Context: an optimization exercise on an open-source flow, tuned for small area, a short achievable clock period and few clock cycles per item. The choices shown serve that exercise and are no tape-out recipe.
Function was checked by simulation only, so behaviour that the tests miss may differ from the original.

==> flow/design.v <==
module color_converter_rgb (
    input  wire [6:0] c,
    output wire [7:0] byte_o
);
    wire [2:0] ge = (c >= 7'd90) ? 3'd5 : (c >= 7'd70) ? 3'd4 : (c >= 7'd50) ? 3'd3 :
                    (c >= 7'd30) ? 3'd2 : (c >= 7'd10) ? 3'd1 : 3'd0;
    wire [2:0] go = (c >= 7'd80) ? 3'd7 : (c >= 7'd60) ? 3'd6 : (c >= 7'd40) ? 3'd5 :
                    (c >= 7'd20) ? 3'd4 : 3'd3;
    wire [2:0] g  = c[0] ? go : ge;
    wire [7:0] a5;
    wire       co0, co1;
    radd #(8) u5 (.a({c[6:1], 2'b0}), .b({2'b0, c[6:1]}), .ci(1'b0), .s(a5), .co(co0));
    radd #(8) ug (.a(a5), .b({5'b0, g}), .ci(1'b0), .s(byte_o), .co(co1));
endmodule
module radd #(parameter W = 8) (
    input  wire [W-1:0] a,
    input  wire [W-1:0] b,
    input  wire         ci,
    output wire [W-1:0] s,
    output wire         co
);
    wire [W:0] c;
    assign c[0] = ci;
    genvar i;
    generate for (i = 0; i < W; i = i + 1) begin : g
        assign s[i]   = a[i] ^ b[i] ^ c[i];
        assign c[i+1] = (a[i] & b[i]) | (c[i] & (a[i] ^ b[i]));
    end endgenerate
    assign co = c[W];
endmodule
module csub #(parameter W = 8, parameter [W-1:0] K = 0) (
    input  wire [W-1:0] a,
    output wire [W-1:0] d,
    output wire         ge
);
    radd #(W) u (.a(a), .b(~K), .ci(1'b1), .s(d), .co(ge));
endmodule
module umul #(parameter WA = 8, parameter WB = 4) (
    input  wire [WA-1:0]    a,
    input  wire [WB-1:0]    b,
    output wire [WA+WB-1:0] p
);
    wire [WA:0] acc [0:WB-1];
    assign acc[0] = {1'b0, a & {WA{b[0]}}};
    assign p[0] = acc[0][0];
    genvar i;
    generate for (i = 1; i < WB; i = i + 1) begin : row
        wire [WA-1:0] s;
        wire          co;
        radd #(WA) u (.a(acc[i-1][WA:1]), .b(a & {WA{b[i]}}), .ci(1'b0), .s(s), .co(co));
        assign acc[i] = {co, s};
        assign p[i] = s[0];
    end endgenerate
    assign p[WA+WB-1:WB] = acc[WB-1][WA:1];
endmodule
module dstep #(parameter W = 8, parameter [W-1:0] D = 1) (
    input  wire [W-1:0] a,
    output wire         q,
    output wire [W-2:0] r
);
    wire [W:0] c;    
    assign c[0] = 1'b1;
    genvar i;
    generate for (i = 0; i < W; i = i + 1) begin : g
        if (D[i]) begin : one
            assign c[i+1] = a[i] & c[i];
            if (i < W-1) begin : rb
                assign r[i] = a[i] ^ (q & c[i]);
            end
        end else begin : zero
            assign c[i+1] = a[i] | c[i];
            if (i < W-1) begin : rb
                assign r[i] = a[i] ^ (q & ~c[i]);
            end
        end
    end endgenerate
    assign q = c[W];
endmodule
module dsteps #(parameter W = 8, parameter [W-1:0] D = 1, parameter N = 8) (
    input  wire [W-2:0] ri,
    input  wire [N-1:0] x,
    output wire [N-1:0] q,
    output wire [W-2:0] ro
);
    wire [W-2:0] rr [0:N];
    assign rr[N] = ri;
    genvar i;
    generate for (i = N-1; i >= 0; i = i - 1) begin : st
        dstep #(W, D) s (.a({rr[i+1], x[i]}), .q(q[i]), .r(rr[i]));
    end endgenerate
    assign ro = rr[0];
endmodule
module padd #(parameter W = 8) (
    input  wire [W-1:0] a,
    input  wire [W-1:0] b,
    input  wire         ci,
    output wire [W-1:0] s
);
    localparam L = (W <= 2) ? 1 : (W <= 4) ? 2 : (W <= 8) ? 3 : (W <= 16) ? 4 : (W <= 32) ? 5 : 6;
    wire [W-1:0] p = a ^ b;
    wire [W-1:0] g = a & b;
    wire [W-1:0] G [0:L];
    wire [W-1:0] P [0:L];
    assign G[0] = {g[W-1:1], g[0] | (p[0] & ci)};
    assign P[0] = p;
    genvar k, i;
    generate for (k = 0; k < L; k = k + 1) begin : lev
        for (i = 0; i < W; i = i + 1) begin : bit_
            if ((i >> k) & 1) begin : comb
                localparam integer J = ((i >> k) << k) - 1;
                assign G[k+1][i] = G[k][i] | (P[k][i] & G[k][J]);
                assign P[k+1][i] = P[k][i] & P[k][J];
            end else begin : pass
                assign G[k+1][i] = G[k][i];
                assign P[k+1][i] = P[k][i];
            end
        end
    end endgenerate
    assign s = p ^ {G[L][W-2:0], ci};
endmodule
module csa #(parameter W = 8) (
    input  wire [W-1:0] x,
    input  wire [W-1:0] y,
    input  wire [W-1:0] z,
    output wire [W-1:0] s,
    output wire [W-1:0] c
);
    assign s = x ^ y ^ z;
    assign c = {(x[W-2:0] & y[W-2:0]) | (z[W-2:0] & (x[W-2:0] ^ y[W-2:0])), 1'b0};
endmodule
module hls_a (
    input  wire        sp,
    input  wire [8:0]  h,
    input  wire [6:0]  l,
    input  wire [6:0]  s,
    output wire [12:0] C,
    output wire [2:0]  n,
    output wire [5:0]  kp
);
    wire [6:0] lm;  wire ge50;
    csub #(7, 7'd50) u50 (.a(l), .d(lm), .ge(ge50));
    wire [6:0] l100; wire co_a;
    radd #(7) u100 (.a(7'd100), .b(~l), .ci(1'b1), .s(l100), .co(co_a));
    wire [5:0] m = sp ? 6'd1 : ge50 ? l100[5:0] : l[5:0];
    wire [12:0] cp0 = {6'b0, s & {7{m[0]}}};
    wire [12:0] cp1 = {5'b0, s & {7{m[1]}}, 1'b0};
    wire [12:0] cp2 = {4'b0, s & {7{m[2]}}, 2'b0};
    wire [12:0] cp3 = {3'b0, s & {7{m[3]}}, 3'b0};
    wire [12:0] cp4 = {2'b0, s & {7{m[4]}}, 4'b0};
    wire [12:0] cp5 = {1'b0, s & {7{m[5]}}, 5'b0};
    wire [12:0] cs0, cc0, cs1, cc1, cs2, cc2, cs3, cc3;
    csa #(13) uc0 (.x(cp0), .y(cp1), .z(cp2), .s(cs0), .c(cc0));
    csa #(13) uc1 (.x(cp3), .y(cp4), .z(cp5), .s(cs1), .c(cc1));
    csa #(13) uc2 (.x(cs0), .y(cc0), .z(cs1), .s(cs2), .c(cc2));
    csa #(13) uc3 (.x(cs2), .y(cc2), .z(cc1), .s(cs3), .c(cc3));
    padd #(13) uc (.a(cs3), .b(cc3), .ci(1'b0), .s(C));
    wire [8:0] h1; wire b2;
    csub #(9, 9'd240) uh2 (.a(h), .d(h1), .ge(b2));
    wire [7:0] ha = b2 ? h1[7:0] : h[7:0];
    wire [7:0] h2; wire b1;
    csub #(8, 8'd120) uh1 (.a(ha), .d(h2), .ge(b1));
    wire [6:0] hb = b1 ? h2[6:0] : ha[6:0];
    wire [6:0] h3; wire b0;
    csub #(7, 7'd60) uh0 (.a(hb), .d(h3), .ge(b0));
    wire [5:0] u = b0 ? h3[5:0] : hb[5:0];
    assign n = {b2, b1, b0};
    wire [5:0] u60; wire co_h;
    radd #(6) uu60 (.a(6'd60), .b(~u), .ci(1'b1), .s(u60), .co(co_h));
    assign kp = b0 ? u : u60;
endmodule
module hls_b (
    input  wire [6:0]  l,
    input  wire [12:0] C,
    input  wire [5:0]  kp,
    output wire [18:0] M1,       
    output wire [18:0] V
);
    wire [13:0] ts0, tc0, ts1, tc1, t1p;
    csa #(14) ut0 (.x({1'b0, C}), .y({5'b0, l, 2'b0}), .z({2'b0, l, 5'b0}), .s(ts0), .c(tc0));
    csa #(14) ut1 (.x(ts0), .y(tc0), .z({1'b0, l, 6'd19}), .s(ts1), .c(tc1));
    padd #(14) ut (.a(ts1), .b(tc1), .ci(1'b0), .s(t1p));
    wire [18:0] ns0, nc0, ns1, nc1, N1;
    csa #(19) un0 (.x({t1p, 5'd31}), .y({1'b0, t1p, 4'd0}), .z({4'b0, t1p, 1'b0}), .s(ns0), .c(nc0));
    csa #(19) un1 (.x(ns0), .y(nc0), .z({5'b0, t1p}), .s(ns1), .c(nc1));
    padd #(19) un (.a(ns1), .b(nc1), .ci(1'b0), .s(N1));
    wire       q17;
    wire [6:0] r17;
    dsteps #(8, 8'd125, 1) ud1 (.ri(N1[18:12]), .x(N1[11]), .q(q17), .ro(r17));
    assign M1 = {q17, r17, N1[10:0]};
    wire [18:0] pp0 = {6'b0, C & {13{kp[0]}}};
    wire [18:0] pp1 = {5'b0, C & {13{kp[1]}}, 1'b0};
    wire [18:0] pp2 = {4'b0, C & {13{kp[2]}}, 2'b0};
    wire [18:0] pp3 = {3'b0, C & {13{kp[3]}}, 3'b0};
    wire [18:0] pp4 = {2'b0, C & {13{kp[4]}}, 4'b0};
    wire [18:0] pp5 = {1'b0, C & {13{kp[5]}}, 5'b0};
    wire [18:0] ms0, mc0, ms1, mc1, ms2, mc2, ms3, mc3;
    csa #(19) um0 (.x(pp0), .y(pp1), .z(pp2), .s(ms0), .c(mc0));
    csa #(19) um1 (.x(pp3), .y(pp4), .z(pp5), .s(ms1), .c(mc1));
    csa #(19) um2 (.x(ms0), .y(mc0), .z(ms1), .s(ms2), .c(mc2));
    csa #(19) um3 (.x(ms2), .y(mc2), .z(mc1), .s(ms3), .c(mc3));
    wire [18:0] vs0, vc0, vs1, vc1;
    csa #(19) uv0 (.x(~ms3), .y(~mc3), .z({t1p, 5'd21}), .s(vs0), .c(vc0));
    csa #(19) uv1 (.x(vs0), .y(vc0), .z(~{4'b0, t1p, 1'b0}), .s(vs1), .c(vc1));
    padd #(19) uv (.a(vs1), .b(vc1), .ci(1'b0), .s(V));
endmodule
module hls_c (
    input  wire [6:0]  l,
    input  wire [18:0] M1,
    input  wire [18:0] V,
    output wire [7:0]  q1,
    output wire [6:0]  rm1,      
    output wire [6:0]  thr,      
    output wire [3:0]  qmh,      
    output wire [9:0]  rmh,      
    output wire [3:0]  xml,      
    output wire [7:0]  F         
);
    wire [22:0] Nm;
    padd #(23) uv17 (.a({4'b0, V}), .b({V, 4'd4}), .ci(1'b0), .s(Nm));
    dsteps #(11, 11'd625, 4) udm (.ri(Nm[22:13]), .x(Nm[12:9]), .q(qmh), .ro(rmh));
    assign xml = Nm[8:5];
    dsteps #(8, 8'd125, 7) udmax (.ri(M1[17:11]), .x(M1[10:4]), .q(q1[6:0]), .ro(rm1));
    assign q1[7] = M1[18];
    wire [6:0] la; wire d3;
    csub #(7, 7'd80) ud3 (.a(l), .d(la), .ge(d3));
    wire [6:0] lb0 = d3 ? la : l;
    wire [6:0] lb; wire d2;
    csub #(7, 7'd40) ud2 (.a(lb0), .d(lb), .ge(d2));
    wire [5:0] lc0 = d2 ? lb[5:0] : lb0[5:0];
    wire [5:0] lc; wire d1;
    csub #(6, 6'd20) ud1 (.a(lc0), .d(lc), .ge(d1));
    wire [4:0] ld0 = d1 ? lc[4:0] : lc0[4:0];
    wire [4:0] ld; wire dd0;
    csub #(5, 5'd10) ud0 (.a(ld0), .d(ld), .ge(dd0));
    wire [3:0] m10 = dd0 ? ld[3:0] : ld0[3:0];
    wire [3:0] d10 = {d3, d2, d1, dd0};
    wire [7:0] l5; wire co_m;
    radd #(8) ul5 (.a({l[5:0], 2'b0}), .b({1'b0, l}), .ci(1'b1), .s(l5), .co(co_m));
    wire co_n;
    radd #(8) uf (.a(l5), .b({4'b0, d10}), .ci(1'b0), .s(F), .co(co_n));
    reg  [10:0] g200;
    always @(*) begin
        case (m10)
            4'd0: g200 = 11'd16;    4'd1: g200 = 11'd216;   4'd2: g200 = 11'd416;
            4'd3: g200 = 11'd616;   4'd4: g200 = 11'd816;   4'd5: g200 = 11'd1016;
            4'd6: g200 = 11'd1216;  4'd7: g200 = 11'd1416;  4'd8: g200 = 11'd1616;
            default: g200 = 11'd1816;
        endcase
    end
    wire [10:0] thw; wire co_t;
    radd #(11) uthr (.a(g200), .b(~{7'b0, M1[3:0]}), .ci(1'b1), .s(thw), .co(co_t));
    assign thr = thw[10:4];
endmodule
module hls_d (
    input  wire [7:0]  F,
    input  wire [7:0]  q1,
    input  wire [6:0]  rm1,
    input  wire [6:0]  thr,
    input  wire [3:0]  qmh,
    input  wire [9:0]  rmh,
    input  wire [3:0]  xml,
    output wire [7:0]  bmid,
    output wire [7:0]  bmin
);
    wire [9:0] rml;
    dsteps #(11, 11'd625, 4) udm (.ri(rmh), .x(xml), .q(bmid[3:0]), .ro(rml));
    assign bmid[7:4] = qmh;
    wire gt = rm1 >= thr;
    wire co_o;
    radd #(8) umin (.a(F), .b(~q1), .ci(~gt), .s(bmin), .co(co_o));
endmodule
module sixel_color_conv (
    input  wire        clk,
    input  wire        rst,
    input  wire        in_valid,
    output wire        in_ready,
    input  wire        in_space,
    input  wire [8:0]  in_p0,
    input  wire [6:0]  in_p1,
    input  wire [6:0]  in_p2,
    output reg         out_valid,
    input  wire        out_ready,
    output wire [31:0] out_color
);
    reg  v0, v1, v2, v3;
    reg  f0, f1, f2, f3;
    wire en_o = out_ready || !out_valid;
    wire en_3 = out_ready || !f3;
    wire en_2 = out_ready || !f2;
    wire en_1 = out_ready || !f1;
    wire en_0 = out_ready || !f0;
    reg        skv;
    reg        rdy;          
    reg [23:0] skid;
    assign in_ready = rdy;
    wire [23:0] in_ops = {in_space, in_p0, in_p1, in_p2};
    reg [23:0] s0;
    always @(posedge clk) begin
        if (rst) begin
            skv <= 1'b0;
            rdy <= 1'b1;
            v0  <= 1'b0;
        end else if (en_0) begin
            skv <= 1'b0;
            rdy <= 1'b1;
            v0  <= skv || in_valid;
        end else if (in_valid) begin
            skv <= 1'b1;
            rdy <= 1'b0;
        end
        if (!skv)   skid <= in_ops;
        if (en_0)   s0 <= skv ? skid : in_ops;
    end
    wire       s0_sp = s0[23];
    wire [8:0] s0_h  = s0[22:14];
    wire [6:0] s0_l  = s0[13:7];
    wire [6:0] s0_s  = s0[6:0];
    wire [12:0] a_C;
    wire [2:0]  a_n;
    wire [5:0]  a_kp;
    hls_a u_a (.sp(s0_sp), .h(s0_h), .l(s0_l), .s(s0_s), .C(a_C), .n(a_n), .kp(a_kp));
    reg        s1_sp;
    reg [6:0]  s1_l;
    reg [12:0] s1_C;
    reg [8:0]  s1_kn;
    always @(posedge clk) begin
        if (rst)         v1 <= 1'b0;
        else if (en_1) v1 <= v0;
        if (en_1) begin
            s1_sp <= s0_sp;
            s1_l  <= s0_l;
            s1_C  <= a_C;
            s1_kn <= s0_sp ? {2'b0, s0_h[6:0]} : {a_n, a_kp};
        end
    end
    wire [12:0] b_C = s1_sp ? 13'd0 : s1_C;
    wire [18:0] b_M1, b_V;
    hls_b u_b (.l(s1_l), .C(b_C), .kp(s1_kn[5:0]), .M1(b_M1), .V(b_V));
    reg        s2_sp;
    reg [6:0]  s2_l;
    reg [2:0]  s2_n;
    reg [18:0] s2_M1, s2_V;
    always @(posedge clk) begin
        if (rst)         v2 <= 1'b0;
        else if (en_2) v2 <= v1;
        if (en_2) begin
            s2_sp <= s1_sp;
            s2_l  <= s1_l;
            s2_M1 <= b_M1;
            s2_n  <= s1_kn[8:6];
            s2_V  <= s1_sp ? {5'b0, s1_kn[6:0], s1_C[6:0]} : b_V;
        end
    end
    wire [7:0] c_q1, c_F;
    wire [6:0] c_rm1, c_thr;
    wire [3:0] c_qmh, c_xml;
    wire [9:0] c_rmh;
    hls_c u_c (.l(s2_l), .M1(s2_M1), .V(s2_V), .q1(c_q1), .rm1(c_rm1), .thr(c_thr),
               .qmh(c_qmh), .rmh(c_rmh), .xml(c_xml), .F(c_F));
    wire [7:0] c_r, c_b;
    color_converter_rgb u_cr (.c(s2_V[13:7]), .byte_o(c_r));
    color_converter_rgb u_cb (.c(s2_V[6:0]),  .byte_o(c_b));
    reg        s3_sp;
    reg [2:0]  s3_n;
    reg [7:0]  s3_q1, s3_F;
    reg [6:0]  s3_rm1, s3_thr;
    reg [17:0] s3_m;
    always @(posedge clk) begin
        if (rst)         v3 <= 1'b0;
        else if (en_3) v3 <= v2;
        if (en_3) begin
            s3_sp <= s2_sp;
            s3_n  <= s2_n;
            s3_q1 <= c_q1;
            s3_F  <= c_F;
            s3_rm1 <= c_rm1;
            s3_thr <= c_thr;
            s3_m  <= s2_sp ? {2'b0, c_b, c_r} : {c_qmh, c_rmh, c_xml};
        end
    end
    wire [7:0] bmid, bmin;
    hls_d u_d (.F(s3_F), .q1(s3_q1), .rm1(s3_rm1), .thr(s3_thr), .qmh(s3_m[17:14]), .rmh(s3_m[13:4]),
               .xml(s3_m[3:0]), .bmid(bmid), .bmin(bmin));
    wire [7:0] bmax = s3_q1;
    reg [7:0] R, G, B;
    always @(*) begin
        case (s3_n)
            3'd1:    begin R = bmax; G = bmin; B = bmid; end
            3'd2:    begin R = bmax; G = bmid; B = bmin; end
            3'd3:    begin R = bmid; G = bmax; B = bmin; end
            3'd4:    begin R = bmin; G = bmax; B = bmid; end
            3'd5:    begin R = bmin; G = bmid; B = bmax; end
            default: begin R = bmid; G = bmin; B = bmax; end
        endcase
        if (s3_sp) begin
            R = s3_m[7:0]; G = bmax; B = s3_m[15:8];
        end
    end
    wire nv0 = en_0 ? (skv || in_valid) : v0;
    wire nv1 = en_1 ? v0 : v1;
    wire nv2 = en_2 ? v1 : v2;
    wire nv3 = en_3 ? v2 : v3;
    wire nvo = en_o ? v3 : out_valid;
    always @(posedge clk) begin
        if (rst) begin
            f0 <= 1'b0; f1 <= 1'b0; f2 <= 1'b0; f3 <= 1'b0;
        end else begin
            f3 <= nvo && nv3;
            f2 <= nvo && nv3 && nv2;
            f1 <= nvo && nv3 && nv2 && nv1;
            f0 <= nvo && nv3 && nv2 && nv1 && nv0;
        end
    end
    reg [23:0] oc;
    assign out_color = {8'hFF, oc};
    always @(posedge clk) begin
        if (rst)         out_valid <= 1'b0;
        else if (en_o) out_valid <= v3;
        if (en_o) oc <= {B, G, R};
    end
endmodule
==> flow/run.sh <==
#!/bin/bash
# synth_recipe.tcl (not shown) runs the flow's synth.tcl, then flattens the netlist and writes it again
# the make line also repeats each setting of config.mk as NAME=value (left out here)
make -C /OpenROAD-flow-scripts/flow DESIGN_CONFIG=/design/flow/config.mk WORK_HOME=/design/flow/orfs CLKGATE_MAP_FILE= SYNTH_SCRIPT=/design/flow/synth_recipe.tcl finish
==> flow/config.mk <==
export PLATFORM = sky130hd
export DESIGN_NAME = sixel_color_conv
export DESIGN_NICKNAME = sixel_color_conv
export VERILOG_FILES = /design/flow/design.v
export SDC_FILE = /design/flow/constraint.sdc
export NUM_CORES = 4
export LEC_CHECK = 0
export ABC_AREA = 1
export CAP_MARGIN = 20
export CORE_MARGIN = 2
export CORE_UTILIZATION = 40
export SLEW_MARGIN = 20
==> flow/constraint.sdc <==
create_clock -name core_clock -period 32.0 [get_ports {clk}]
set_input_delay 6.4000 -clock core_clock [delete_from_list [all_inputs] [get_ports {clk}]]
set_output_delay 6.4000 -clock core_clock [all_outputs]
set_load 0.01 [all_outputs]
==> summary.txt, run 1 <==
critical path's slowest cell -> fa_1
count leader, synth -> nand2_1
top cells by count, synth -> nand2_1 (514), inv_1 (440), nor2_1 (187), ha_1 (186), edfxtp_1 (179)
vias in the first global route -> 14,600
Post-Syn Area -> 19,500 sq um
final worst path period share -> 25.3%
CP max FO -> 25
Final Max Slew Viols -> 0
antenna violation net count after detailed routing -> 0
DRC Markers -> 0
Fin. Hold Viols -> 0
largest area contributor in the netlist -> edfxtp_1
Critical Path Source -> s1_sp$_DFFE_PN_
crit path DAT -> 8360 ps
top cell type's share of synthesized area -> 27.5%
Root Buffer -> clkbuf_16
share of post-route cells with drive strength above 1 -> 6.22%
setup violators final -> 0
top cells by area, synth -> edfxtp_1 (28%), fa_1 (17%), ha_1 (12%)
worst slew pin tran -> 943 ps
most frequent CP cell -> nand2_1
reg2reg path depth -> 39
area of the core -> 48,500 sq um
Reg2Reg Capture Point -> s2_M1[16]$_DFFE_PN_
status -> no timing/DRC/antenna violations
IO Pins -> 62
port buffer count -> 53
CTS tree -> done
CP peak stage delay -> 640 ps
CTS Sinks -> 214
row count -> 81
sequential cell area -> 6080 sq um
clock latency (worst-skew pair) -> 530 ps
crit path launch type -> flip-flop
min cycle time layout -> 8080 ps
area delta synth->final -> 10.5%
# diodes -> 0
Seq/Total Area, Yosys -> 31.1%
Max Fclk -> 0.124 GHz
Multi-input gate area -> 11,600 sq um
flop2flop setup slack -> 23,920 ps
Clock transition at path regs -> 60 ps
kind of critical path -> reg2reg
Synth Flop Type -> edfxtp_1
Hold Path Depth -> 0
Vias -> 14,300
global-route wire length before repair -> 68,300 um
GRT overflow -> 0
Tot GR Track Use -> 16.4%
cell family with most CP delay -> adder cells
Post-Route WL -> 40,500 um
worst clock skew -> 13.7 ps
CP required -> 32,280 ps
number of synthesized flops with an enable pin -> 179
synthesized area per cell -> 8.68 sq um
setup TNS -> 0 ps
routability cong. -> 0.872
via-per-instance ratio -> 4.85
Cells after Synth -> 2,252
hold buffer count at CTS -> 0
area of the die -> 50,600 sq um
die height -> 225 um
antenna violations before repair -> 0
CP endpoint kind -> flip-flop
number of buffer and inverter stages on the critical path -> 7
# Post-CTS Setup Buffers -> 0
CTS Buffer Depth -> 3
Initial DRC Count -> 792
WHS Endpoint -> s3_n[0]$_DFFE_PN_
Initial Util -> 40.3%
final core utilization -> 44.5%
Synth warnings -> 9
r2r startpoint -> s1_sp$_DFFE_PN_
Min-Delay Path Class -> reg2reg
min-delay src -> s2_n[0]$_DFFE_PN_
Num CTS Buffers -> 25
htree depth -> 1
worst hold slack -> 436 ps
Fill cells -> 4,710
TritonRoute pass-1 iters -> 5
Final HPWL DP -> 33,300 um
WL/cell -> 13.7 um
slew margin rel. -> 37.1%
nets@finish -> 2,688
Seq cells post-synth -> 214
die width -> 225 um
Max Cap Viol -> 0
Netlist cell types -> 62
asr flop ratio synth -> 0%
CTS resizes -> 0
largest net degree at the start of global routing -> 55
RSZ-0062 raised after global routing -> no
[how the worst max path moves through the flow]
stage | endpoint | slack (ps) | depth (start not counted)
2_1_floorplan | f1$_SDFF_PP0_ | 23430 | 9
3_3_place_gp | f0$_SDFF_PP0_ | 23170 | 11
3_5_place_dp | f1$_SDFF_PP0_ | 23390 | 11
4_1_cts | s2_M1[16]$_DFFE_PN_ | 23850 | 39
5_1_grt | s2_M1[16]$_DFFE_PN_ | 23320 | 39
6_report | s2_M1[16]$_DFFE_PN_ | 23920 | 39
[metal layers]
layer | routed length (um) | global-route usage [%] | vias up
met4 | 1310 | 5.53 | 0
met5 | 0 | 0 | -
met1 | 17500 | 19.6 | 6749
met3 | 1590 | 2.50 | 85
li1 | - | - | 7216
met2 | 20100 | 30.1 | 265
[cells in the final DEF, fill, tap and decap left out, types with 7 or more instances in the layout]
master	instances
xor2_1	57
nand2_2	29
fa_1	162
or2_2	10
inv_1	440
nand3_1	54
o21ai_0	76
nand2_4	9
conb_1	8
xnor2_1	35
inv_2	15
nor2_2	7
clkbuf_16	25
nor3_1	12
clkinv_2	8
nor2_1	187
o21a_1	7
nand4_1	9
ha_1	186
nand3_2	10
o22ai_1	9
a21oi_1	81
clkdlybuf4s50_1	53
edfxtp_1	179
a221oi_1	7
o211ai_1	7
o21ai_1	10
dfxtp_1	35
a21o_1	8
buf_4	8
nand2_1	511
[flip-flops by register name, indices dropped and copies added, names as in the netlist, 8 cells and up]
register	count
s3_F	8
s3_m	18
s0	24
oc	24
s2_V	19
s1_kn	9
skid	24
s3_q1	8
s2_M1	19
s1_C	13
[layout make-up]
type                            count  area share (%)
Clock buffer                       27            2.93
Clock inverter                     18           0.828
Inverter                          456            7.92
Multi-Input combinational cell   1553            53.8
Sequential cell                   214            28.1
Tap cell                          622            3.60
Timing Repair Buffer               62            2.80
[logic make-up (layout without fill, tap and decap cells)]
logic type | count (synthesis) | count (layout) | synth area share (%)
AOI/OAI and AO/OA | 239 | 239 | 7.22
xor gates and xnor gates | 95 | 95 | 4.37
adders and majority gates | 348 | 348 | 28.5
buffers and inverters | 492 | 563 | 9.65
DFF | 214 | 214 | 31.1
muxes | 6 | 6 | 0.307
other | 1 | 8 | 0.0192
and+or+nand+nor | 857 | 857 | 18.8
[metrics by stage]
stage          setup WS (ps)  instance area (sq um)  cells
3_5_place_dp           23390                  20800   2906
6_report               23920                  21600   2952
2_1_floorplan          23430                  19600   2259
3_3_place_gp           23170                  20800   2906
4_1_cts                23850                  21600   2951
5_1_grt                23320                  21600   2952
Testbench counts, summed over its fixed seeds: cycles 16,040, items 16,000.
==> run 2, diff against run 1 <==
--- a/flow/config.mk
+++ b/flow/config.mk
@@ -9,4 +9,4 @@
 export CAP_MARGIN = 20
 export CORE_MARGIN = 2
-export CORE_UTILIZATION = 40
+export CORE_UTILIZATION = 70
 export SLEW_MARGIN = 20
==> run 2 against run 1 <==
Compared with the run above: register-to-register slack lost 160 ps; global-route usage grew 12 points; maximum frequency shrank 2.0%; sequential share of layout area grew 0.45 points; highest routed layer unchanged; worst setup slack lost 160 ps; via count grew 1.4%; still clean; flip-flop and latch count is the same; clock skew grew 1.1 ps.
==> summary.txt, run 2 <==
Initial DRC Count -> 855 (+8.0%)
Tot GR Track Use -> 28.5% (+12 points)
number of buffer and inverter stages on the critical path -> 7 (unchanged)
asr flop ratio synth -> 0% (unchanged)
kind of critical path -> reg2reg
Post-DP Area -> 20,500 sq um (-1.4%)
CP Depth -> 39 (unchanged)
synthesized area per cell -> 8.68 sq um (unchanged)
Min-Delay Path Class -> reg2reg
Hold Path Depth -> 0 (unchanged)
die height -> 171 um (-24%)
GRT overflow -> 0 (unchanged)
Vias -> 14,500 (+1.4%)
CTS resizes -> 0 (unchanged)
RSZ-0062 raised after global routing -> no
top cell type's share of synthesized area -> 27.5% (unchanged)
reg2reg path depth -> 39 (unchanged)
IO Pins -> 62 (unchanged)
final instance area -> 21,300 sq um (-1.6%)
Seq cells post-synth -> 214 (unchanged)
Seq/Total Area, Yosys -> 31.1% (unchanged)
area of the die -> 29,300 sq um (-42%)
share of post-route cells with drive strength above 1 -> 6.22% (unchanged)
Root Buffer -> clkbuf_16
CP max FO -> 25 (unchanged)
top cells by area, synth -> edfxtp_1 (28%), fa_1 (17%), ha_1 (12%)
status -> no timing/DRC/antenna violations
# Post-CTS Setup Buffers -> 0 (unchanged)
Clock transition at path regs -> 60 ps (about the same)
flop2flop setup slack -> 23,760 ps (-160 ps)
CP required -> 32,260 ps (-20 ps)
nets@finish -> 2,688 (unchanged)
final worst path period share -> 25.8% (+0.51 points)
vias in the first global route -> 14,500 (-0.73%)
Post-Syn Area -> 19,500 sq um (unchanged)
Initial Util -> 70.7% (+30 points)
cell family with most CP delay -> adder cells
setup violators final -> 0 (unchanged)
largest net degree at the start of global routing -> 55 (unchanged)
Fin. Hold Viols -> 0 (unchanged)
Cells after Synth -> 2,252 (unchanged)
clock latency (worst-skew pair) -> 520 ps (about the same)
htree depth -> 1 (unchanged)
Setup WS pre-CTS -> 23,220 ps (-171 ps)
Final HPWL DP -> 32,000 um (-4.1%)
port buffer count -> 53 (unchanged)
largest area contributor in the netlist -> edfxtp_1
critical path's slowest cell -> fa_1
crit path launch type -> flip-flop
antenna violation net count after detailed routing -> 0 (unchanged)
min cycle time layout -> 8240 ps (+163 ps)
top cells by count, synth -> nand2_1 (514), inv_1 (440), nor2_1 (187), ha_1 (186), edfxtp_1 (179)
CTS Sinks -> 214 (unchanged)
worst slew pin tran -> 1050 ps (+104 ps)
setup TNS -> 0 ps (unchanged)
most common cell after layout, fill and taps aside -> nand2_1
Synth warnings -> 9 (unchanged)
commonest non-fill, non-tap cells in the layout -> nand2_1 (510), inv_1 (440), nor2_1 (187)
Final Max Slew Viols -> 0 (unchanged)
CP endpoint kind -> flip-flop
CTS tree -> done
global-route wire length before repair -> 66,700 um (-2.4%)
most frequent CP cell -> nand2_1
WL/cell -> 14.7 um (+7.3%)
Fill cells -> 1,947 (-59%)
Netlist cell types -> 62 (unchanged)
Post-Route WL -> 39,800 um (-1.6%)
Max Fclk -> 0.121 GHz (-2.0%)
Synth Flop Type -> edfxtp_1
slew margin rel. -> 30.0% (-7.1 points)
die width -> 171 um (-24%)
area of the core -> 27,600 sq um (-43%)
final core utilization -> 77.0% (+32 points)
routability cong. -> 0.910 (+4.4%)
count leader, synth -> nand2_1
area delta synth->final -> 8.78%
# diodes -> 0 (unchanged)
CTS Buffer Depth -> 3 (unchanged)
number of synthesized flops with an enable pin -> 179 (unchanged)
antenna violations before repair -> 0 (unchanged)
hold buffer count at CTS -> 0 (unchanged)
DRC Markers -> 0 (unchanged)
Setup WS post-layout -> 23,760 ps (-163 ps)
biggest regs -> oc: 24 flops, s0: 24 flops, skid: 24 flops
Max Cap Viol -> 0 (unchanged)
CP peak stage delay -> 680 ps (+40 ps)
Num CTS Buffers -> 25 (unchanged)
crit path DAT -> 8510 ps (+150 ps)
worst clock skew -> 14.8 ps (+1.12 ps)
TritonRoute pass-1 iters -> 7 (+2)
row count -> 61 (-25%)
via-per-instance ratio -> 5.36 (+11%)
run 2: cell counts after synthesis:
Identical to the previous run, type by type.
run 2: worst paths after layout:
kind	startpoint	end
setup reg to reg	s1_sp$_DFFE_PN_	s2_M1[16]$_DFFE_PN_
hold / removal	s2_n[2]$_DFFE_PN_	s3_n[2]$_DFFE_PN_
hold reg to reg	s2_n[2]$_DFFE_PN_	s3_n[2]$_DFFE_PN_
setup / recovery	s1_sp$_DFFE_PN_	s2_M1[16]$_DFFE_PN_
run 2: through the flow:
step	hold slack [ps]	std cells
floorplan	400	2259
global placement	408	2663
detailed placement	408	2663
CTS	422	2708
global route	435	2708
finish	422	2708
run 2: metal layers:
metal | part of all wire [%] | up-vias | GRT usage [%]
met3 | 4.4 | 99 | 3.15
met1 | 41 | 6830 | 35.0
met4 | 3.3 | 0 | 9.54
met2 | 51 | 365 | 52.2
met5 | 0 | - | 0
li1 | - | 7222 | -
run 2: cell families (layout without fill, tap and decap cells):
kind of cell	after synthesis	in the layout	share of synthesized area, %
buffers and inverters	492	563	9.65
other	1	8	0.0192
flip-flops	214	214	31.1
AO/OA/AOI/OAI	239	239	7.22
multiplexers	6	6	0.307
XOR/XNOR	95	95	4.37
adder cells (fa/ha/maj)	348	348	28.5
AND/OR/NAND/NOR	857	857	18.8
run 2: cell type report:
type / instances / area, sq um / share of cell area (%)
clock buffer: 28 / 647 / 3.04
clock inverter: 17 / 138 / 0.647
sequential: 214 / 6080 / 28.6
tap: 378 / 473 / 2.22
inverter: 456 / 1710 / 8.05
timing repair buffer: 62 / 598 / 2.81
multi-input combinational: 1553 / 11600 / 54.6
run 2: worst register-to-register path: cells and delay by family (launching register included):
kind / cells / cell delay, ps
flip-flops: 1 / 360
buffers and inverters: 7 / 1050
XOR/XNOR: 1 / 90
AO/OA/AOI/OAI: 8 / 1290
AND/OR/NAND/NOR: 15 / 1460
adder cells (fa/ha/maj): 8 / 3720
==> run 3, diff against run 2 <==
--- a/flow/design.v
+++ b/flow/design.v
@@ -188,18 +188,32 @@
     dsteps #(8, 8'd125, 1) ud1 (.ri(N1[18:12]), .x(N1[11]), .q(q17), .ro(r17));
     assign M1 = {q17, r17, N1[10:0]};
-    wire [18:0] pp0 = {6'b0, C & {13{kp[0]}}};
-    wire [18:0] pp1 = {5'b0, C & {13{kp[1]}}, 1'b0};
-    wire [18:0] pp2 = {4'b0, C & {13{kp[2]}}, 2'b0};
-    wire [18:0] pp3 = {3'b0, C & {13{kp[3]}}, 3'b0};
-    wire [18:0] pp4 = {2'b0, C & {13{kp[4]}}, 4'b0};
-    wire [18:0] pp5 = {1'b0, C & {13{kp[5]}}, 5'b0};
-    wire [18:0] ms0, mc0, ms1, mc1, ms2, mc2, ms3, mc3;
-    csa #(19) um0 (.x(pp0), .y(pp1), .z(pp2), .s(ms0), .c(mc0));
-    csa #(19) um1 (.x(pp3), .y(pp4), .z(pp5), .s(ms1), .c(mc1));
-    csa #(19) um2 (.x(ms0), .y(mc0), .z(ms1), .s(ms2), .c(mc2));
-    csa #(19) um3 (.x(ms2), .y(mc2), .z(mc1), .s(ms3), .c(mc3));
-    wire [18:0] vs0, vc0, vs1, vc1;
-    csa #(19) uv0 (.x(~ms3), .y(~mc3), .z({t1p, 5'd21}), .s(vs0), .c(vc0));
-    csa #(19) uv1 (.x(vs0), .y(vc0), .z(~{4'b0, t1p, 1'b0}), .s(vs1), .c(vc1));
+    wire [6:0] kq = {kp, 1'b0};
+    wire [2:0] one, two, sg;
+    wire [13:0] X0, X1, X2;
+    genvar bi;
+    generate for (bi = 0; bi < 3; bi = bi + 1) begin : be
+        wire b2 = kq[2*bi+2], b1 = kq[2*bi+1], b0 = kq[2*bi];
+        assign one[bi] = b1 ^ b0;
+        assign two[bi] = (b2 & ~b1 & ~b0) | (~b2 & b1 & b0);
+        assign sg[bi]  = ~b2 & (b1 | b0);
+    end endgenerate
+    wire [13:0] C1 = {1'b0, C};
+    wire [13:0] C2 = {C, 1'b0};
+    assign X0 = (({14{one[0]}} & C1) | ({14{two[0]}} & C2)) ^ {14{sg[0]}};
+    assign X1 = (({14{one[1]}} & C1) | ({14{two[1]}} & C2)) ^ {14{sg[1]}};
+    assign X2 = (({14{one[2]}} & C1) | ({14{two[2]}} & C2)) ^ {14{sg[2]}};
+    wire        k5 = kp[5];
+    wire [12:0] X3 = ~C & {13{k5}};
+    wire [18:0] R0 = {1'b0, 1'b1, ~sg[0], sg[0], sg[0], X0};
+    wire [18:0] R1 = {2'b0, ~sg[1], X1, 1'b0, sg[0]};
+    wire [18:0] R2 = {~sg[2], X2, k5, sg[1], 1'b0, 1'b1};
+    wire [18:0] R3 = {X3, k5, sg[2], 4'b1111};
+    wire [18:0] RA = {t1p, k5, k5, 1'b0, 2'b11};
+    wire [18:0] RB = ~{4'b0, t1p, 1'b0};
+    wire [18:0] ms0, mc0, ms1, mc1, vs0, vc0, vs1, vc1;
+    csa #(19) um0 (.x(R0), .y(R1), .z(R2), .s(ms0), .c(mc0));
+    csa #(19) um1 (.x(ms0), .y(mc0), .z(R3), .s(ms1), .c(mc1));
+    csa #(19) uv0 (.x(RA), .y(RB), .z(ms1), .s(vs0), .c(vc0));
+    csa #(19) uv1 (.x(vs0), .y(vc0), .z(mc1), .s(vs1), .c(vc1));
     padd #(19) uv (.a(vs1), .b(vc1), .ci(1'b0), .s(V));
 endmodule
==> run 3 against run 2 <==
Compared with the run above: routed wire length is 2.8% higher; worst setup slack got worse by 460 ps; non-clock buffer count did not move; critical endpoint is now s2_M1[15]$_DFFE_PN_; highest routed layer unchanged.
==> summary.txt, run 3 <==
status -> no timing/DRC/antenna violations
Tot GR Track Use -> 29.3% (+0.83 points)
GRT overflow -> 0 (unchanged)
CP max FO -> 24 (-4.0%)
commonest non-fill, non-tap cells in the layout -> nand2_1 (470), inv_1 (425), ha_1 (179), edfxtp_1 (179), nor2_1 (169)
Fin. Hold Viols -> 0 (unchanged)
asr flop ratio synth -> 0% (unchanged)
CTS resizes -> 0 (unchanged)
most common cell after layout, fill and taps aside -> nand2_1
Final HPWL DP -> 32,700 um (+2.2%)
IO Pins -> 62 (unchanged)
Vias -> 14,700 (+1.2%)
Synth warnings -> 9 (unchanged)
setup TNS -> 0 ps (unchanged)
die width -> 170 um (-0.43%)
Min-Delay Path Class -> reg2reg
antenna violations before repair -> 0 (unchanged)
most frequent CP cell -> nand2_1
slew margin rel. -> 36.6% (+6.7 points)
Initial Util -> 71.5% (+0.75 points)
global-route wire length before repair -> 68,400 um (+2.6%)
routability cong. -> 0.920 (+1.1%)
port buffer count -> 53 (unchanged)
worst slew pin tran -> 947 ps (-99.5 ps)
share of post-route cells with drive strength above 1 -> 5.83% (-0.39 points)
Final Max Slew Viols -> 0 (unchanged)
crit path launch type -> flip-flop
CP endpoint kind -> flip-flop
final instance area -> 21,100 sq um (-0.88%)
hold buffer count at CTS -> 0 (unchanged)
CTS Buffer Depth -> 3 (unchanged)
clock latency (worst-skew pair) -> 520 ps (about the same)
top cells by count, synth -> nand2_1 (473), inv_1 (425), edfxtp_1 (179), ha_1 (179), nor2_1 (169)
largest area contributor in the netlist -> edfxtp_1
cell family with most CP delay -> adder cells
WL/cell -> 15.3 um (+4.3%)
number of synthesized flops with an enable pin -> 179 (unchanged)
die height -> 170 um (-0.43%)
Clock transition at path regs -> 60 ps (about the same)
crit path DAT -> 8970 ps (+460 ps)
# Post-CTS Setup Buffers -> 0 (unchanged)
Seq/Total Area, Yosys -> 31.4% (+0.28 points)
nets@finish -> 2,636 (-1.9%)
htree depth -> 1 (unchanged)
Num CTS Buffers -> 23 (-8.0%)
Post-DP Area -> 20,300 sq um (-0.90%)
CP peak stage delay -> 810 ps (+130 ps)
RSZ-0062 raised after global routing -> no
CTS tree -> done
Synth Flop Type -> edfxtp_1
number of buffer and inverter stages on the critical path -> 4 (-3)
CTS Sinks -> 214 (unchanged)
Cells after Synth -> 2,225 (-1.2%)
area of the die -> 29,000 sq um (-0.86%)
top cells by area, synth -> edfxtp_1 (28%), fa_1 (15%), ha_1 (12%)
row count -> 60 (-1.6%)
vias in the first global route -> 14,800 (+1.8%)
biggest regs -> oc: 24 flops, s0: 24 flops, skid: 24 flops
largest net degree at the start of global routing -> 55 (unchanged)
Initial DRC Count -> 1,075 (+26%)
Netlist cell types -> 58 (-6.5%)
Max Fclk -> 0.115 GHz (-5.2%)
via-per-instance ratio -> 5.50 (+2.7%)
Fill cells -> 1,886 (-3.1%)
Root Buffer -> clkbuf_16
min cycle time layout -> 8700 ps (+455 ps)
synthesized area per cell -> 8.71 sq um (+0.33%)
final worst path period share -> 27.2% (+1.4 points)
# diodes -> 0 (unchanged)
Post-Syn Area -> 19,400 sq um (-0.88%)
Seq cells post-synth -> 214 (unchanged)
top cell type's share of synthesized area -> 27.7% (+0.24 points)
antenna violation net count after detailed routing -> 0 (unchanged)
worst clock skew -> 17.6 ps (+2.75 ps)
Max Cap Viol -> 0 (unchanged)
setup violators final -> 0 (unchanged)
kind of critical path -> reg2reg
DRC Markers -> 0 (unchanged)
Post-Route WL -> 40,900 um (+2.8%)
count leader, synth -> nand2_1
TritonRoute pass-1 iters -> 6 (-1)
critical path's slowest cell -> edfxtp_1
CP required -> 32,270 ps (about the same)
area of the core -> 27,100 sq um (-1.9%)
area delta synth->final -> 8.78% (about the same)
[run 3: final timing paths]
| path | from | depth (start not counted) | to | slack [ps] |
|---|---|---|---|---|
| setup reg to reg | s1_sp$_DFFE_PN_ | 36 | s2_M1[15]$_DFFE_PN_ | 23300 |
| hold reg to reg | s1_kn[8]$_SDFFCE_PP0N_ | 0 | s2_n[2]$_DFFE_PN_ | 430 |
| hold / removal | s1_kn[8]$_SDFFCE_PP0N_ | 0 | s2_n[2]$_DFFE_PN_ | 430 |
| setup / recovery | s1_sp$_DFFE_PN_ | 36 | s2_M1[15]$_DFFE_PN_ | 23300 |
[run 3: cell type report]
type                       count  area (sq um)  share of cell area [%]
clock inverter                16           191                   0.908
multi-input combinational   1546         11500                    54.7
inverter                     434          1630                    7.73
clock buffer                  25           593                    2.81
sequential                   214          6080                    28.8
tap                          372           465                    2.21
timing repair buffer          62           598                    2.84
[run 3: logic make-up after synthesis]
family                     after synthesis  synth area share [%]
adders and majority gates              327                  26.9
xor gates and xnor gates               129                  5.91
DFF                                    214                  31.4
AOI/OAI and AO/OA                      286                  8.81
buffers and inverters                  472                  9.35
other                                    1                0.0194
muxes                                    4                 0.207
and+or+nand+nor                        792                  17.5
[run 3: stage by stage]
stage / util [%] / instances / hold WS (ps) / worst slack, ps
finish: 77.8 / 2669 / 432 / 23300
global route: 77.8 / 2669 / 448 / 22740
CTS: 77.8 / 2669 / 437 / 23370
detailed placement: 74.9 / 2628 / 424 / 23400
global placement: 74.9 / 2628 / 421 / 23510
floorplan: - / 2232 / 400 / 23430
[run 3: per-layer routing]
metal  track usage (%)  vias to the layer above  part of all wire (%)
met5                 0                        -                     0
met3              2.49                      104                   3.9
li1                  -                     7224                     -
met4              9.88                        0                   3.5
met2              54.5                      390                    52
met1              35.8                     6971                    41
Testbench counts of run 3, summed over its fixed seeds: cycles 16,040, items 16,000.

==> static timing again, ports no longer ideal <==
The flow's constraints put no driver on any port. The routed layouts listed below were extracted and timed again, unchanged, in two steps. Step 1 (the two cells are an assumption about what drives the block):
set clk [get_ports {clk}]
set_driving_cell -lib_cell sky130_fd_sc_hd__clkbuf_16 $clk
set_driving_cell -lib_cell sky130_fd_sc_hd__buf_2 [delete_from_list [all_inputs] $clk]
Step 2 adds t to the input delays and takes it off the output delays; t is the mean of the earliest and latest rising clock arrival at the registers after step 1. Input paths then give back, and output paths get back, about the clock's delay inside the block. Slacks: ideal / step 1 / step 2; pairs: ideal / step 1.
run | t, ns | setup WS [ns] | hold slack, ns | worst register clock-pin slew, ns | cell pins on the clock port's net
run 1 | 0.579 | 23.918 / 23.918 / 23.421 | 0.436 / 0.436 / 0.436 | 0.06 / 0.06 | 1
run 2 | 0.569 | 23.755 / 23.755 / 23.331 | 0.422 / 0.422 / 0.422 | 0.07 / 0.07 | 1
run 3 | 0.564 | 23.300 / 23.300 / 23.300 | 0.432 / 0.432 / 0.432 | 0.06 / 0.06 | 1
After both steps setup and hold are still met in every run listed. For run 1, which loses most, drivers alone change the setup slack by 0.000 ns; drivers and shift together by -0.497 ns.
